Source: an optimization exercise on an open RTL-to-GDS flow (aim: a short achievable clock period and few clock cycles). Production flows keep margins and buffers that such runs may drop. Function was checked by simulation only, so behaviour that the tests miss may differ from the original. Power and IR drop assume default switching activity.

==> flow/design.v (excerpt) <==
module vm20_core (
    input  wire        clk,
    input  wire        rst,           
    input  wire [7:0]  exec_start,    
    output reg         mem_req,
    output reg         mem_we,
    output reg  [7:0]  mem_addr,
    output reg  [19:0] mem_wdata,
    input  wire        mem_ready,
    input  wire [19:0] mem_rdata,
    input  wire        in_valid,
    input  wire [7:0]  in_data,
    input  wire        in_eof,
    input  wire        in_err,
    output reg         in_take,
    output reg         out_valid,
    output reg         out_kind,      
    output reg  [19:0] out_data,
    input  wire        out_ready,
    input  wire        out_err,
    output wire [2:0]  status,
    output wire [7:0]  pc,
    output wire [19:0] r0,
    output wire [19:0] r1,
    output wire [19:0] r2,
    output wire [19:0] r3
);
    localparam [2:0] ST_RUNNING = 3'd0, ST_HALTED = 3'd1, ST_EOI = 3'd2,
                     ST_ILLIO   = 3'd3, ST_LIMIT  = 3'd4;
    localparam [3:0] OP_LD = 4'd0,  OP_LDI = 4'd1, OP_ST  = 4'd2,  OP_ADD = 4'd3,
                     OP_SUB = 4'd4, OP_MUL = 4'd5, OP_DIV = 4'd6,  OP_OR  = 4'd7,
                     OP_AND = 4'd8, OP_SHL = 4'd9, OP_SHR = 4'd10, OP_IO  = 4'd11,
                     OP_BR  = 4'd12, OP_BRZ = 4'd13, OP_BRN = 4'd14, OP_BRS = 4'd15;
    localparam [7:0] INSTR_LIMIT = 8'd200;
    localparam integer I_EXEC = 0,
                       I_MW   = 1,
  ...
Settings: LEC_CHECK=0, CAP_MARGIN=20, CORE_MARGIN=2, CORE_UTILIZATION=40, SETUP_SLACK_MARGIN=2.9, SLEW_MARGIN=20, TNS_END_PERCENT=100; clock period 8.0 ns.
standard.sh (not shown) runs the stock make flow with config.mk's settings and CLKGATE_MAP_FILE= SYNTH_SCRIPT=/design/flow/synth_recipe.tcl, a recipe that flattens the netlist after the stock synthesis.
==> flow/flow/run.sh <==
#!/bin/bash
# Layout: the standard flow (standard.sh, unchanged synthesis and steps), with the
# ports buffered by sky130_fd_sc_hd__buf_4 instead of the delay-cell buffer that
# buffer_ports picks by default. The make output goes to standard.log; each ORFS step
# keeps its own log under orfs/logs.
set -euo pipefail
export BUFFER_PORTS_ARGS="-buffer_cell sky130_fd_sc_hd__buf_4"
bash standard.sh > standard.log 2>&1
Testbench counts at the start, summed over its fixed seeds: cycles 66,500.
Rerun with:
--- a/flow/design.v
+++ b/flow/design.v
@@ -79,12 +79,13 @@
     reg [7:0]  bt_tgt [0:NB-1];
     reg [1:0]  bt_ptr;
     reg [19:0] ir_sx;        
     reg        ir_sxv;
     reg        ir_rz;        
     reg        ir_rzv;       
+    reg [19:0] ir_rv;        
     reg [7:0]  ir_hv;        
     reg        ir_hit;       
     reg        ir_aok;       
     reg        lr_q;         
     reg [19:0] pb;
     reg        pb_v;
@@ -292,13 +293,13 @@
     wire [23:0] tok_next = {tok_hi, tok_lo[19:0]};
     wire        tok_big  = (tok_mag > 24'd524288);
     wire        tok_ok   = !tok_bad && tok_digit && !tok_ovf &&
                            (tok_neg ? !tok_big : (tok_mag <= 24'd524287));
     wire [19:0] tok_val  = tok_neg ? (20'd0 - tok_mag[19:0]) : tok_mag[19:0];
     wire e_rd   = ex && k_memrd && !c_hit;               
-    wire e_st   = ex && (op == OP_ST) && addr_ok;        
+    wire e_st   = ex && (op == OP_ST) && addr_ok && ir_rzv;   
     wire e_we   = e_st || (est[I_INST] && io_ok);
     wire e_port = e_rd || e_we;
     wire [7:0] e_addr = sx8;
     reg tk_fast;
     always @(*) begin
         case (op)
@@ -320,13 +321,13 @@
                 else case (op)
                     OP_LD, OP_ADD, OP_SUB, OP_OR, OP_AND:
                         e_done = c_hit || (!x0 && !addr_ok);
                     OP_MUL, OP_DIV:
                         e_done = (!x0 && !addr_ok) || (c_hit && md_z);
                     OP_ST:
-                        e_done = !addr_ok || mem_ready;
+                        e_done = !addr_ok || (ir_rzv && mem_ready);
                     OP_IO:
                         case (rf)
                             2'd0: e_done = 1'b0;
                             2'd1: e_done = in_valid || in_eof || in_err;
                             2'd2: e_done = !addr_ok || (c_hit && out_ready);
                             2'd3: e_done = out_ready;
@@ -396,13 +397,13 @@
             end
     end
     always @(*) begin
         mem_req   = running;
         mem_we    = e_we;
         mem_addr  = f_addr;
-        mem_wdata = est[I_INST] ? tok_w : rval;
+        mem_wdata = est[I_INST] ? tok_w : ir_rv;
     end
     always @(*) begin
         in_take   = 1'b0;
         out_valid = 1'b0;
         out_kind  = 1'b0;
         out_data  = opnd;
@@ -512,12 +513,19 @@
         begin
             sx_fresh = fwd ? !(rw_en && (rw_idx == w[13:12]) && !fw_en) &&
                              !(fw_sp && !fw_en && (rf == w[13:12]))
                            : !(rw_en && (rw_idx == w[13:12]));
         end
     endfunction
+    function [19:0] calc_rv;
+        input [19:0] w;
+        input        fwd;
+        begin
+            calc_rv = (fwd && fw_sp && rf == w[15:14]) ? fw_val : regs[w[15:14]];
+        end
+    endfunction
     function calc_rz;
         input [19:0] w;
         input        fwd;
         begin
             calc_rz = (((fwd && fw_sp && rf == w[15:14]) ? fw_val : regs[w[15:14]]) == 20'd0);
         end
@@ -615,12 +623,13 @@
                     ir_sx  <= sx_of_pb;
                     ir_hv  <= hv_of_pb;
                     ir_hit <= |hv_of_pb;
                     ir_aok <= a8_of_pb[8];
                     ir_sxv <= sx_fresh(pb, 1'b1);
                     ir_rz  <= calc_rz(pb, 1'b1);
+                    ir_rv  <= calc_rv(pb, 1'b1);
                     ir_rzv <= rz_fresh(pb, 1'b1);
                     ir    <= pb;
                     ir_bt  <= pb_bt;
                     ir_btt <= pb_btt;
                     ir_nop <= (pb[11:8] != 4'd0);
                     ir_v  <= 1'b1;
@@ -632,12 +641,13 @@
                     ir_sx  <= sx_of_mem;
                     ir_hv  <= hv_of_mem;
                     ir_hit <= |hv_of_mem;
                     ir_aok <= a8_of_mem[8];
                     ir_sxv <= sx_fresh(mem_rdata, 1'b1);
                     ir_rz  <= calc_rz(mem_rdata, 1'b1);
+                    ir_rv  <= calc_rv(mem_rdata, 1'b1);
                     ir_rzv <= rz_fresh(mem_rdata, 1'b1);
                     ir    <= mem_rdata;
                     ir_bt  <= b_pred;
                     ir_btt <= if_btt;
                     ir_nop <= (mem_rdata[11:8] != 4'd0);
                     ir_v  <= if_v;
@@ -646,12 +656,13 @@
                 ir_sx  <= sx_of_ir;
                 ir_hv  <= hv_of_ir;
                 ir_hit <= |hv_of_ir;
                 ir_aok <= a8_of_ir[8];
                 ir_sxv <= sx_fresh(ir, 1'b0);
                 ir_rz  <= calc_rz(ir, 1'b0);
+                ir_rv  <= calc_rv(ir, 1'b0);
                 ir_rzv <= rz_fresh(ir, 1'b0);
                 if (if_v) begin
                     pb    <= mem_rdata;
                     pb_bt  <= b_pred;
                     pb_btt <= if_btt;
                     pb_v  <= 1'b1;
The new run produced a clean layout. Worst setup slack is worse by 0.16 ns. Flip-flop and latch count rose by 20. Power rose by 7.3%. Sequential share of layout area fell by 1.3 points. Design area rose by 7.0%. Global-route usage rose by 1.4 points. Clock power rose by about 4%. Die area rose by 7.1%.
Testbench counts after the change, summed over its fixed seeds: cycles 66,570.

========
Another version of the RTL of vm20_core (not shown whole).
Size: ~5,900 cells after synthesis, roughly 740 flip-flops, roughly 190 I/O pins.
Settings: LEC_CHECK=0, CAP_MARGIN=20, CORE_MARGIN=2, CORE_UTILIZATION=40, SETUP_SLACK_MARGIN=3.0, SLEW_MARGIN=20, TNS_END_PERCENT=30; clock period 8.0 ns.
Scripts as last shown in full above: flow/flow/run.sh
Testbench counts at the start, summed over its fixed seeds: cycles 66,500.
Then changed:
--- a/flow/design.v
+++ b/flow/design.v
@@ -106,13 +106,13 @@
     reg [19:0] md_tb;
     reg        tok_started;
     reg        tok_neg;
     reg        tok_digit;
     reg        tok_bad;
     reg        tok_ovf;
-    reg [19:0] tok_mag;
+    reg [23:0] tok_mag;      
     reg [19:0] tok_w;        
     reg        tok_pend;     
     reg [3:0]  tok_d;
     assign status = status_q;
     assign pc     = pc_q;
     assign r0     = regs[0];
@@ -279,23 +279,24 @@
     wire        div_take = div_dc[20];
     wire [19:0] div_q    = {md_acc[18:0], div_take};
     wire [19:0] rmag = ksadd(rval[19] ? ~rval : rval, 20'd0, rval[19]);
     wire [19:0] mmag = ksadd(mopnd[19] ? ~mopnd : mopnd, 20'd0, mopnd[19]);
     wire        in_sep   = (in_data <= 8'd32) || (in_data >= 8'd127 && in_data <= 8'd160);
     wire        in_digit = (in_data >= 8'h30) && (in_data <= 8'h39);
-    wire [23:0] tok_a    = {1'b0, tok_mag, 3'b0};
-    wire [23:0] tok_b    = {3'b0, tok_mag, 1'b0};
+    wire [23:0] tok_a    = {tok_mag[20:0], 3'b0};
+    wire [23:0] tok_b    = {tok_mag[22:0], 1'b0};
     wire [23:0] tok_c    = {20'd0, tok_d};
     wire [23:0] tok_s    = tok_a ^ tok_b ^ tok_c;
     wire [23:0] tok_k    = {((tok_a & tok_b) | (tok_a & tok_c) | (tok_b & tok_c)), 1'b0};
     wire [20:0] tok_lo   = ksaddc(tok_s[19:0], tok_k[19:0], 1'b0);
     wire [3:0]  tok_hi   = tok_s[23:20] + tok_k[23:20] + {3'd0, tok_lo[20]};
     wire [23:0] tok_next = {tok_hi, tok_lo[19:0]};
+    wire        tok_big  = (tok_mag > 24'd524288);
     wire        tok_ok   = !tok_bad && tok_digit && !tok_ovf &&
-                           (tok_neg ? (tok_mag <= 20'd524288) : (tok_mag <= 20'd524287));
-    wire [19:0] tok_val  = tok_neg ? (20'd0 - tok_mag) : tok_mag;
+                           (tok_neg ? !tok_big : (tok_mag <= 24'd524287));
+    wire [19:0] tok_val  = tok_neg ? (20'd0 - tok_mag[19:0]) : tok_mag[19:0];
     wire e_rd   = ex && k_memrd && !c_hit;               
     wire e_st   = ex && (op == OP_ST) && addr_ok;        
     wire e_we   = e_st || (est[I_INST] && io_ok);
     wire e_port = e_rd || e_we;
     wire [7:0] e_addr = sx8;
     reg tk_fast;
@@ -713,13 +714,13 @@
                                 2'd0: begin
                                     tok_started <= 1'b0;
                                     tok_neg     <= 1'b0;
                                     tok_digit   <= 1'b0;
                                     tok_bad     <= 1'b0;
                                     tok_ovf     <= 1'b0;
-                                    tok_mag     <= 20'd0;
+                                    tok_mag     <= 24'd0;
                                     tok_pend    <= 1'b0;
                                     io_ok       <= addr_ok;
                                     est         <= E_IN;
                                 end
                                 2'd1:
                                     if (in_err) begin
@@ -814,16 +815,14 @@
                 est[I_INF]: begin
                     io_ok <= io_ok && tok_ok;
                     tok_w <= tok_val;
                     est   <= E_INST;
                 end
                 est[I_IN]: begin
-                    if (tok_pend) begin
-                        if (tok_next > 24'd524288) tok_ovf <= 1'b1;
-                        tok_mag <= tok_next[19:0];
-                    end
+                    if (tok_big) tok_ovf <= 1'b1;
+                    if (tok_pend) tok_mag <= tok_next;
                     tok_pend <= 1'b0;
                     if (in_err) begin
                         status_q <= ST_ILLIO;
                         est      <= E_DONE;
                     end else if (in_eof) begin
                         if (!tok_started) begin
=> Total power is lower by 3.9%. Non-clock buffer count went down by 46. Routed wire length went down by 3.2%. Count of clock-buffer cells in the layout shrinks by 1. Area after synthesis rises by 0.40%. Critical path depth drops by 5. Core utilization is lower by 0.31 points. Via count shrinks by 1.3%. Cell area came out lower by 0.53%. Maximum frequency hardly moves.
Testbench counts after the change, summed over its fixed seeds: cycles 66,500.

afterwards: timing with drivers on the ports:
In the flow no input, the clock included, has a driving cell. The finished layouts below were timed again as built, in two steps.
Step 1 (the two cells are an assumption about what drives the block):
set clk [get_ports {clk}]
set_driving_cell -lib_cell sky130_fd_sc_hd__clkbuf_16 $clk
set_driving_cell -lib_cell sky130_fd_sc_hd__buf_2 [delete_from_list [all_inputs] $clk]
Step 2 moves the port delays by t, midway between the first and last clock arrival at a register: inputs arrive t later, outputs are due t later. That takes back most of the time a late clock gives input paths.
Three values: ideal, step 1, step 2; two values: the first two.
run	shift t [ns]	setup WS [ns]	hold WS [ns]	worst setup path at the end	cell pins on the clock port's net
the first run of note 1	0.812	2.867 / 2.783 / 1.998	0.506 / 0.506 / 0.506	input to register	1
the second run of note 1	0.811	2.705 / 2.510 / 1.951	0.476 / 0.476 / 0.476	input to register	1
the first run of note 2	0.812	2.788 / 2.704 / 2.232	0.452 / 0.452 / 0.452	input to register	1
the second run of note 2	0.810	2.778 / 2.696 / 1.990	0.495 / 0.495 / 0.495	input to register	1
After both steps every run listed still meets setup and hold. For the first run of note 1, which loses most, drivers alone change the setup slack by -0.084 ns; drivers and shift together by -0.869 ns.
